This is an optimization exercise on Yosys and OpenROAD, whose aim is small area, a short achievable clock period and few clock cycles, not a production implementation.
The RTL was checked by simulation tests, not by an equivalence proof against the original design.
No activity file was given, so power comes from the tool's default toggle rates.

==> flow/run.sh <==
#!/bin/bash
# synth_recipe.tcl (not shown) runs the flow's synth.tcl, then flattens the netlist and writes it again
# the make line also repeats each setting of config.mk as NAME=value (left out here)
make -C /OpenROAD-flow-scripts/flow DESIGN_CONFIG=/design/flow/config.mk WORK_HOME=/design/flow/orfs CLKGATE_MAP_FILE= SYNTH_SCRIPT=/design/flow/synth_recipe.tcl finish
==> flow/config.mk <==
export PLATFORM = sky130hd
export DESIGN_NAME = xbee_rx
export DESIGN_NICKNAME = xbee_rx
export VERILOG_FILES = /design/flow/design.v
export SDC_FILE = /design/flow/constraint.sdc
export NUM_CORES = 4
export LEC_CHECK = 0
export CAP_MARGIN = 20
export CORE_MARGIN = 2
export CORE_UTILIZATION = 60
export SETUP_SLACK_MARGIN = 3.7
export SLEW_MARGIN = 20
==> flow/constraint.sdc <==
create_clock -name core_clock -period 6.0 [get_ports {clk}]
set_input_delay 1.2000 -clock core_clock [delete_from_list [all_inputs] [get_ports {clk}]]
set_output_delay 1.2000 -clock core_clock [all_outputs]
set_load 0.01 [all_outputs]
==> flow/design.v <==
module xbee_rx #(
    parameter RX_CAP = 128            
) (
    input  wire       clk,
    input  wire       rst,            
    input  wire       api_mode,       
    input  wire       in_valid,
    output wire       in_ready,
    input  wire [7:0] in_data,
    output wire       out_valid,
    input  wire       out_ready,
    output wire [7:0] out_data,
    output wire       out_last,
    output wire       out_fault,      
    output wire       out_chk_err     
);
    localparam [1:0] P_WAIT = 2'd0, P_HI = 2'd1, P_LO = 2'd2, P_BODY = 2'd3;
    localparam [2:0] R_IDLE = 3'd0, R_HDR = 3'd1, R_H1 = 3'd2, R_H2 = 3'd3,
                     R_BODY = 3'd4;
    reg        rdy;
    reg        bv;                    
    reg  [7:0] b;
    reg        e7, d7;                
    reg        bes;                   
    reg        p7d;                   
    reg        mode;                  
    reg        rr;                    
    wire take = in_valid & rdy;
    always @(posedge clk) begin
        b    <= in_data;
        e7   <= (in_data == 8'h7E);
        d7   <= (in_data == 8'h7D);
        mode <= api_mode;
        rr   <= rst;
        if (rst) begin
            bv  <= 1'b0;
            p7d <= 1'b0;
        end else begin
            bv <= take;
            if (take) begin
                bes <= p7d;
                p7d <= mode & (in_data == 8'h7D);
            end
        end
    end
    reg  [1:0] ph;
    reg        hz;                    
    reg        dl;                    
    reg  [6:0] rc;                    
    reg  [7:0] sum;
    reg  [6:0] len;
    reg  [7:0] wp;                    
    reg  [7:0] fb;                    
    reg        pend;                  
    reg        ce;                    
    reg  [7:0] wlo;                   
    reg  [15:0] whi;                  
    reg  [7:0] wd;
    reg        cmu;                   
    reg  [7:0] mem [0:RX_CAP-1];
    reg  [7:0] cm;                    
    reg  [7:0] ra;                    
    wire [7:0] v     = b ^ {2'b00, bes, 5'b00000};
    wire       start = bv & e7 & ((ph == P_WAIT) | (mode & ~bes));
    wire       escm  = bv & mode & d7;
    wire       data  = bv & ~start & ~escm;
    wire       rz    = (rc == 7'd0);
    wire       lo_ok = hz & (v != 8'd0) & (v <= 8'd124);
    wire       s_hi   = data & (ph == P_HI);
    wire       s_lo   = data & (ph == P_LO);
    wire       s_body = data & (ph == P_BODY);
    wire       s_done = s_body & rz & dl;
    wire       s_flt  = s_body & rz & ~dl;
    wire       s_dat  = s_body & ~rz;
    always @(posedge clk) begin
        if (rr) begin
            ph   <= P_WAIT;
            wp   <= 8'd0;
            fb   <= 8'd0;
            pend <= 1'b0;
            wlo  <= 8'd0;
            cmu  <= 1'b0;
            cm   <= 8'd0;
        end else begin
            if (start)
                ph <= P_HI;
            else if (s_hi)
                ph <= P_LO;
            else if (s_lo)
                ph <= P_BODY;
            else if (s_done | s_flt)
                ph <= P_WAIT;
            if (s_hi)
                hz <= (v == 8'd0);
            if (s_lo) begin
                dl  <= lo_ok;
                len <= v[6:0];
                rc  <= lo_ok ? v[6:0] : 7'd125;
            end else if (s_dat) begin
                rc <= rc - 7'd1;
            end
            if (start)
                sum <= 8'd0;
            else if (s_dat)
                sum <= sum + v;
            if (s_done)
                ce <= ((v ^ sum) != 8'hFF);
            pend <= s_done;
            if (pend)
                fb <= wp;
            else if (s_flt)
                fb <= wp + 8'd1;
            if (pend)
                wp <= wp;
            else if (start)
                wp <= fb;
            else if ((s_lo & lo_ok) | (s_dat & dl) | s_done | s_flt)
                wp <= wp + 8'd1;
            wlo <= (pend | (s_dat & dl) | s_done | s_flt) ?
                   (8'd1 << (pend ? fb[2:0] : wp[2:0])) : 8'd0;
            cmu <= pend | s_flt;
            if (cmu)
                cm <= fb;
        end
    end
    always @(posedge clk) begin
        if (rst | rr)
            rdy <= 1'b1;
        else
            rdy <= ((wp - ra) <= 8'd125);
    end
    always @(posedge clk) begin
        if (pend) begin
            whi <= 16'd1 << fb[6:3];
            wd  <= {ce, len};
        end else begin
            whi <= 16'd1 << wp[6:3];
            wd  <= s_flt ? 8'd0 : v;
        end
    end
    integer wr, wc;
    always @(posedge clk) begin
        for (wr = 0; wr < 16; wr = wr + 1)
            for (wc = 0; wc < 8; wc = wc + 1)
                if (whi[wr] & wlo[wc])
                    mem[wr*8 + wc] <= wd;
    end
    reg  [2:0] rs;
    reg  [6:0] oc;                    
    reg        rchk;
    reg  [7:0] rq;
    reg  [7:0] gal;                   
    reg  [3:0] gah;                   
    reg  [7:0] g [0:3];
    reg        avq;                   
    reg        ov, olast, ofault, ochk;
    reg  [7:0] od;
    wire [31:0] gsel1 = {{8{gah[3]}} & gal, {8{gah[2]}} & gal,
                         {8{gah[1]}} & gal, {8{gah[0]}} & gal};
    wire [7:0]  gal1  = {gal[6:0], gal[7]};
    wire [3:0]  gah1  = gal[7] ? {gah[2:0], gah[3]} : gah;
    reg  [7:0]  s1 [0:3];
    integer qi, wi;
    always @(*) begin
        for (qi = 0; qi < 4; qi = qi + 1) begin
            s1[qi] = 8'd0;
            for (wi = 0; wi < 32; wi = wi + 1)
                s1[qi] = s1[qi] | (mem[qi*32 + wi] & {8{gsel1[wi]}});
        end
    end
    wire [7:0] gq    = g[ra[6:5]];
    wire       avail = (ra != cm);
    wire       oload = ~ov | out_ready;
    wire       ocz   = (oc == 7'd0);
    wire       hflt  = (rq == 8'd0);      
    wire       adv   = ((rs == R_IDLE) & avq) |
                       (((rs == R_H2) | ((rs == R_BODY) & ~ocz)) & oload);
    wire       gload = (rs == R_IDLE) | (rs == R_HDR) | adv;
    always @(posedge clk) begin
        if (gload) begin
            g[0] <= s1[0];
            g[1] <= s1[1];
            g[2] <= s1[2];
            g[3] <= s1[3];
        end
        if (adv)
            rq <= gq;
    end
    always @(posedge clk) begin
        if (rst | rr) begin
            ov <= 1'b0;
        end else if (rs != R_IDLE) begin
            if (oload)
                ov <= 1'b1;
        end else if (oload) begin
            ov <= 1'b0;
        end
        if (rr) begin
            rs  <= R_IDLE;
            ra  <= 8'd0;
            gal <= 8'd1;
            gah <= 4'd1;
            avq <= 1'b0;
        end else begin
            avq <= (rs == R_IDLE) & avail & ~avq;
            if (adv) begin
                ra <= ra + 8'd1;
                gal <= gal1;
                gah <= gah1;
            end
            if (rs == R_IDLE) begin
                if (avq)
                    rs <= R_HDR;
            end else if (oload) begin
                ofault <= 1'b0;
                olast  <= 1'b0;
                case (rs)
                    R_HDR: begin
                        od   <= 8'h7E;
                        oc   <= rq[6:0];
                        rchk <= rq[7];
                        ochk <= rq[7];
                        if (hflt) begin
                            ofault <= 1'b1;
                            olast  <= 1'b1;
                            rs     <= R_IDLE;
                        end else begin
                            gal <= gal1;
                            gah <= gah1;
                            rs <= R_H1;
                        end
                    end
                    R_H1: begin
                        od <= 8'h00;
                        rs <= R_H2;
                    end
                    R_H2: begin
                        od <= {1'b0, oc};
                        rs <= R_BODY;
                    end
                    default: begin
                        od <= rq;
                        oc <= oc - 7'd1;
                        if (ocz) begin
                            olast <= 1'b1;
                            gal   <= 8'd1 << ra[2:0];
                            gah   <= 4'd1 << ra[4:3];
                            rs    <= R_IDLE;
                        end
                    end
                endcase
            end
        end
    end
    assign in_ready    = rdy;
    assign out_valid   = ov;
    assign out_data    = od;
    assign out_last    = olast;
    assign out_fault   = ofault;
    assign out_chk_err = ochk;
endmodule
==> notes.md <==
[path summary, 6_finish.rpt]
check / to / slack, ns
max: out_data[1] / 3.60
min: wd[5] / 0.44
max reg2reg: g[0][7] / 3.67
min reg2reg: wd[5] / 0.44
[sequential cells by signal (all words and copies together), names as in the netlist, 2 cells and up]
name  cells
gal       8
oc        7
rs        3
ph        2
od        8
gah       4
cm        8
sum       8
wlo       8
len       7
mem    1024
g        32
wp        8
ra        8
fb        8
whi      16
b         8
wd        8
rc        7
rq        8
[timing repair]
item / 4_1_cts / 5_1_grt
pin swaps: 27 / 63
setup endpoints to repair: 158 / 106
hold endpoints to repair: 0 / 0
resized for setup: 209 / 110
gates cloned: 6 / 8
setup buffers: 52 / 55
[placed cells by master, fill, tap and decap left out, types with 27 or more instances in the layout]
| cell type | count |
|---|---|
| a21oi_1 | 67 |
| a221oi_1 | 34 |
| a222oi_1 | 80 |
| a22o_1 | 154 |
| a22oi_1 | 210 |
| and2_1 | 134 |
| buf_4 | 96 |
| clkbuf_16 | 126 |
| clkinv_1 | 27 |
| dfxtp_1 | 68 |
| edfxtp_1 | 1108 |
| inv_1 | 38 |
| nand2_1 | 106 |
| nand4_1 | 40 |
| nor2_1 | 111 |
| nor3_1 | 32 |
| o21ai_0 | 33 |
| o22ai_1 | 30 |
[power groups by stage]
stage	sequential [mW]	combinational [mW]	clock, mW
after global placement	10.0	1.87	0
after global routing	9.83	2.69	7.92
after CTS	9.81	2.35	7.60
final	9.84	2.62	7.60
after floorplan	9.79	1.19	0
after detailed placement	10.0	1.92	0
[metal layers]
layer  up-vias  track usage, %
met5         -               0
met2      2334            56.8
met4         4            16.8
met1     15037            54.0
met3       414            7.73
li1      11918               -
[cells by family (layout without fill, tap and decap cells)]
logic type	Yosys count	after routing
buf+inv	241	462
fa+ha+maj	27	27
compound gates	786	786
simple gates	545	546
mux	30	30
flops	1208	1208
xor+xnor	34	34
other cells	0	2
[through the flow]
stage / power [mW] / instance area (µm²)
3_3_place_gp: 11.9 / 47500
5_1_grt: 20.4 / 53800
6_report: 20.1 / 53800
3_5_place_dp: 12.0 / 47500
2_1_floorplan: 11.0 / 46300
4_1_cts: 19.8 / 52700
[worst reg2reg max path, cell delays in order, from the launching register on]
cell	delay, ns
dfxtp_4	0.41
inv_2	0.13
nor2_4	0.11
buf_4	0.23
a222oi_1	0.44
nand4_1	0.24
a2111oi_4	0.28
o211ai_1	0.21
[layout make-up]
type                       count  area, µm²  area share, %
multi-input combinational   1423      10700           20.0
clock buffer                 148       3120           5.80
timing repair buffer         192       2220           4.12
tap                         1030       1290           2.40
clock inverter                72        830           1.54
inverter                      50        208          0.386
sequential                  1208      35400           65.8
antenna                        2       5.00        0.00931
==> results.toml <==
[logic_synthesis]
yosysWarnings = 4
synth_top_family_by_area = "compound AO/OA/AOI/OAI gates"
synth_most_common_cell = "edfxtp_1"
synth_nets = 2911
synth-xor-area-share_pct = 0.645
synth_compound_area_share_pct = 13.3
yosysSeqAreaShare_pct = 76.4
synthSimpleGateAreaFrac_pct = 6.06
synth-async-reset-ratio_pct = 0
syn_area_mm2 = 0.0462
postSynthCellCount = 2871
synthAdderAreaFrac_pct = 0.764
muxShareOfSynthArea_pct = 0.891
netlist_top_cells_count = "edfxtp_1 (1,108), a22oi_1 (217), a22o_1 (154)"
synth_top_area_share_pct = 72.0
synth_ff_type = "edfxtp_1"
synth.distinct_cells = 76
synth_seq_cells = 1208
yosys.area.top_type = "edfxtp_1"
synth_edf_count = 1108
yosys-top-cells-area = "edfxtp_1 (72%), dfxtp_1 (4.3%), a22oi_1 (3.5%)"
postSynthAreaPerCell_um2 = 16.1

[sta]
rsz0062_at_grt = "yes"
finalHoldViolCount = 0
setup_viol = 0
worst_hold_slack_ns = 0.445
fin_skew_ns = 0.0352
fin_crit_ns = 2.40
clock.fmax_mhz = 417
worst_slew_pin_slew_ns = 1.15
slew_viol_final = 0
timing.final.crit_share_pct = 39.9
slew_headroom_pct = 23.3
setup_tns_ns = 0
fin_ws_ns = 3.60

[critical_path]
r2r_start = "gah[3]"
arrival_ns = 1.20
cp_top_family = "flip-flops"
cp.required_ns = 4.80
cp_num_cells = 1
cp_cell_sequence = "buf_2"
max_stage_delay_ns = 0.37
reg2regPathDepth = 7
worstSetupStartpointType = "flip-flop"
path_buf_inv = 1
cp_max_fo = 1
worstSetupEndpointType = "primary output"
crit_start = "od[1]"
path_class = "flip-flop to primary output"
cp_slowest_cell = "edfxtp_1"

[placement]
gp_congestion = 0.902
portBuffers = 25
dpl.hpwl_mm = 84.8
numPlacedInstances = 3782
dp_slack_ns = 2.31

[min_path]
hold_class = "flip-flop to flip-flop"
hp-start = "len[5]"
min_path_cells = 2

[clocking]
h-tree-depth = 3
cts_root_buf = "clkbuf_16"
clk_pin_slew_ns = 0.06
cts_buffers = 117
clkLatencyLatePin_ns = 0.70
clk_path_buf_depth = 3
clock_sinks = 1208
cts_hold_buf = 0
cts_tree = "done"

[power_and_ir_drop]
p_seq_share_pct = 49.0
p_sw_mw = 5.17
power.internal_mw = 14.9
power.share.combinational_pct = 13.1
power.density_mw_per_mm2 = 373
ir_worst_vdd_mv = 0.304
switching_share_pct = 25.8
p_clk_share_pct = 37.9
leakage_nw = 17.3

[detailed_routing]
met2_length_mm = 67.7
dr.pass1.iters = 8
first_iter_violations = 5293
vias = 29707
drc = 0
wl_met3_mm = 19.6
wl_mm = 151
ant_nets = 0
viasPerCell = 7.20
drt-met1-wl_mm = 56.2
wl_per_cell_um = 36.7
top_layer = "met5"

[final_layout]
drive_gt1_share_pct = 16.9
syn_to_final_growth_pct = 16.4
stdcell_count = 4125
fin_nets = 3032
n_fill_cell = 4984
post-route-util_pct = 70.7

[die]
core-area_mm2 = 0.0761
die_area_mm2 = 0.0792
die_w_um = 281
die_h_um = 281
rows = 101
start_util_pct = 60.7
ios = 26

[grt]
antenna_found_initial = 3
grt_use_total_pct = 37.7
grt_max_degree = 108
grt_pass1_wl_mm = 208
grt-ovfl-total = 0
grt_pass1_vias = 27728

[outcome]
outcome = "no timing/DRC/antenna violations"

[flow_run]
cap_violations = 0
Testbench counts, summed over its fixed seeds: cycles 28,916.

-- port drivers added, routing unchanged --
In the flow no input, the clock included, has a driving cell. The finished layout below was timed again as built, in two steps. Step 1: set_driving_cell puts a clkbuf_16 on clk and a buf_2 on each other input, an assumption about the parent block. Step 2 also shifts input and output timing later by t, the mid clock arrival at the registers, as if the neighbouring blocks saw the same clock. a / b / c = ideal ports / drivers / drivers and shift; a / b = the first two.
t, ns: 0.752
slack for setup (ns): 3.605 / 3.532 / 3.149
worst hold slack (ns): 0.445 / 0.445 / 0.445
worst data-port slew with drivers (ns): 0.03
pins driven straight from the clock port: 1
After both steps this run still meets setup and hold. The setup slack of this run moves by -0.073 ns with the drivers and by -0.456 ns with both steps.
